What follows belongs to an exercise in optimizing a design on an open flow for small area, a short achievable clock period and few clock cycles; a production flow would make more cautious choices.
The RTL was checked by simulation tests, not by an equivalence proof against the original design.
Power is estimated from default activity; no workload was simulated.

==> flow/design.v (excerpt) <==
module c2mux_dp (
    input  wire        clk,
    input  wire        rst,           
    input  wire        enc_start,     
    input  wire [63:0] enc_id,        
    input  wire [3:0]  enc_idlen,
    input  wire [7:0]  enc_subid,     
    input  wire        enc_mcast,
    output wire        enc_busy,
    output wire        enc_done,
    output wire [47:0] addr,          
    output wire        addr_valid,
    output wire [2:0]  cfgerr,
    input  wire        smp_valid,
    input  wire [15:0] smp_data,      
    input  wire [31:0] thr,           
    output wire        est_done,
    output wire [39:0] sumsq,
    output wire        est_data       
);
Size in the first run: about 1800 cells after synthesis, roughly 260 flip-flops, about 230 I/O pins, ~0.017 mm^2 of cells after synthesis.
Settings: LEC_CHECK=0, CAP_MARGIN=20, CORE_MARGIN=2, CORE_UTILIZATION=60, CTS_BUF_LIST=sky130_fd_sc_hd__clkbuf_8 sky130_fd_sc_hd__clkbuf_16, CTS_CLUSTER_DIAMETER=100, CTS_CLUSTER_SIZE=30, SLEW_MARGIN=20; clock period 10.0 ns.
standard.sh (not shown) runs the stock make flow with config.mk's settings and CLKGATE_MAP_FILE= SYNTH_SCRIPT=/design/flow/synth_recipe.tcl, a recipe that flattens the netlist after the stock synthesis.
==> flow/flow/run.sh <==
#!/bin/bash
# Layout flow: the standard ORFS flow (standard.sh), with two changes to
# how the layout is made:
#  - ports are buffered with sky130_fd_sc_hd__buf_2 instead of the default
#    delay cell chosen by buffer_ports (still one buffer on every port);
#  - timing repair aims for more setup slack than the 10 ns clock needs.
# The clock period, SDC, synthesis, floorplan, power grid and tap cells are
# the standard flow's own. Each tool's output goes to the ORFS logs under orfs/logs and
# to flow.log here.
set -uo pipefail
bash standard.sh \
  BUFFER_PORTS_ARGS="-buffer_cell sky130_fd_sc_hd__buf_2" \
  SETUP_SLACK_MARGIN=6.5 \
  finish > flow.log 2>&1
st=$?
mkdir -p logs
cp -r orfs/logs/. logs/ 2>/dev/null || true
exit $st
Testbench counts at the start, summed over its fixed seeds: cycles 10,256.
==> next run, changes <==
--- a/flow/config.mk
+++ b/flow/config.mk
@@ -9,6 +9,4 @@
 export CORE_MARGIN = 2
 export CORE_UTILIZATION = 60
-export CTS_BUF_LIST = sky130_fd_sc_hd__clkbuf_8 sky130_fd_sc_hd__clkbuf_16
-export CTS_CLUSTER_DIAMETER = 100
-export CTS_CLUSTER_SIZE = 30
+export CTS_BUF_LIST = sky130_fd_sc_hd__clkbuf_4 sky130_fd_sc_hd__clkbuf_8
 export SLEW_MARGIN = 20
Sequential power stays flat. Cell count is higher by 2.5%. First-iteration DRC count rose by 7.1%. Total power rose by 18%. Routed wire length climbs by 0.47%. Hold slack gets worse by 0.012 ns. Synthesized area does not change. Non-clock buffer count is lower by 1.

Another version of the RTL of c2mux_dp (not shown whole).
For scale: about 1,700 cells after synthesis, roughly 16,000 um2 of cells after synthesis.
Settings: LEC_CHECK=0, CAP_MARGIN=20, CORE_MARGIN=2, CORE_UTILIZATION=60, SLEW_MARGIN=20; clock period 10.0 ns.
==> flow/flow/run.sh <==
#!/bin/bash
# Layout flow: the standard ORFS flow (standard.sh), with two changes to
# how the layout is made:
#  - ports are buffered with sky130_fd_sc_hd__buf_2 instead of the default
#    delay cell chosen by buffer_ports (still one buffer on every port);
#  - timing repair aims for more setup slack than the 10 ns clock needs.
# The clock period, SDC, synthesis, floorplan, power grid and tap cells are
# the standard flow's own. Each tool's output goes to the ORFS logs under orfs/logs and
# to flow.log here.
set -uo pipefail
bash standard.sh \
  BUFFER_PORTS_ARGS="-buffer_cell sky130_fd_sc_hd__buf_2" \
  SETUP_SLACK_MARGIN=6.8 \
  finish > flow.log 2>&1
st=$?
mkdir -p logs
cp -r orfs/logs/. logs/ 2>/dev/null || true
exit $st
Testbench counts at the start, summed over its fixed seeds: cycles 10,328.
Edit:
CTS_BUF_LIST = sky130_fd_sc_hd__clkbuf_16   (was unset)
CTS_CLUSTER_DIAMETER = 100   (was unset)
CTS_CLUSTER_SIZE = 25   (was unset)
The new run produced a clean layout.
First-iteration DRC count climbs by 21%.
Count of clock-buffer cells in the layout drops by 24.
Fmax came out higher by 0.77%.
Synthesized area stays the same.
Final area is lower by 3.6%.
Sequential power is about the same.
Routed wire length falls by 2.2%.
Final cell count fell by 1.4%.
Die area is unchanged.

c2mux_dp, a different RTL version from the one above (not shown whole).
Size: roughly 1500 cells after synthesis, about 15000 um^2 of cells after synthesis.
clock: 10.0 ns
lec_check: 0
cap_margin: 20
core_margin: 2
core_utilization: 60
cts_buf_list: sky130_fd_sc_hd__clkbuf_8
cts_cluster_diameter: 60
cts_cluster_size: 12
slew_margin: 20
synth_hierarchical: 1
synth_minimum_keep_size: 0
==> flow/flow/run.sh <==
#!/bin/bash
# Layout flow: the standard ORFS flow (standard.sh), with two changes to
# how the layout is made:
#  - ports are buffered with sky130_fd_sc_hd__buf_1 instead of the default
#    delay cell chosen by buffer_ports (still one buffer on every port);
#  - timing repair aims for more setup slack than the 10 ns clock needs.
# The clock period, SDC, synthesis, floorplan, power grid and tap cells are
# the standard flow's own. Each tool's output goes to the ORFS logs under orfs/logs and
# to flow.log here.
set -uo pipefail
bash standard.sh \
  BUFFER_PORTS_ARGS="-buffer_cell sky130_fd_sc_hd__buf_1" \
  SETUP_SLACK_MARGIN=6.8 \
  finish > flow.log 2>&1
st=$?
mkdir -p logs
cp -r orfs/logs/. logs/ 2>/dev/null || true
exit $st
Testbench counts at the start, summed over its fixed seeds: cycles 10,328.
Change:
--- a/flow/config.mk
+++ b/flow/config.mk
@@ -8,8 +8,8 @@
 export CAP_MARGIN = 20
 export CORE_MARGIN = 2
-export CORE_UTILIZATION = 60
-export CTS_BUF_LIST = sky130_fd_sc_hd__clkbuf_8
-export CTS_CLUSTER_DIAMETER = 60
-export CTS_CLUSTER_SIZE = 12
+export CORE_UTILIZATION = 70
+export CTS_BUF_LIST = sky130_fd_sc_hd__clkbuf_16
+export CTS_CLUSTER_DIAMETER = 100
+export CTS_CLUSTER_SIZE = 25
 export SLEW_MARGIN = 20
 export SYNTH_HIERARCHICAL = 1
What happened:
- The changed run finished clean
- routed wire length decreases by about 1.4%
- core utilization increases by 11 points
- design area decreases by 1.7%
- via count increases by about 0.6%
- cell count decreases by about 4%
- non-clock buffer count decreases by 4
- worst setup slack gains 0.037 ns
- clock-buffer cell count decreases by 15

==> what the ideal ports hide <==
Ports are ideal in the flow. The routed layouts listed here were re-timed in OpenROAD.
Step 1 (the two cells are an assumption about what drives the block):
set clk [get_ports {clk}]
set_driving_cell -lib_cell sky130_fd_sc_hd__clkbuf_16 $clk
set_driving_cell -lib_cell sky130_fd_sc_hd__buf_2 [delete_from_list [all_inputs] $clk]
Step 2 also shifts input and output timing later by t, the mid clock arrival at the registers, as if the neighbouring blocks saw the same clock.
Slacks: ideal / step 1 / step 2; pairs: ideal / step 1.
| run | shift t [ns] | setup slack, ns | hold WS [ns] | worst data-port slew with drivers (ns) | pins driven straight from the clock port |
|---|---|---|---|---|---|
| the first run of note 1 | 0.534 | 6.385 / 6.385 / 6.240 | 0.411 / 0.411 / 0.411 | 0.07 | 1 |
| the second run of note 1 | 0.609 | 6.412 / 6.412 / 6.131 | 0.399 / 0.399 / 0.399 | 0.07 | 1 |
| the first run of note 2 | 0.591 | 6.806 / 6.768 / 6.288 | 0.373 / 0.373 / 0.373 | 0.06 | 1 |
| the second run of note 2 | 0.528 | 6.830 / 6.792 / 6.330 | 0.382 / 0.382 / 0.382 | 0.06 | 1 |
| the first run of note 3 | 0.631 | 6.804 / 6.758 / 6.359 | 0.436 / 0.436 / 0.436 | 0.06 | 1 |
| the second run of note 3 | 0.532 | 6.841 / 6.810 / 6.525 | 0.435 / 0.435 / 0.435 | 0.06 | 1 |
After both steps setup and hold are still met in every run listed. For the first run of note 2, which loses most, drivers alone change the setup slack by -0.038 ns; drivers and shift together by -0.518 ns.
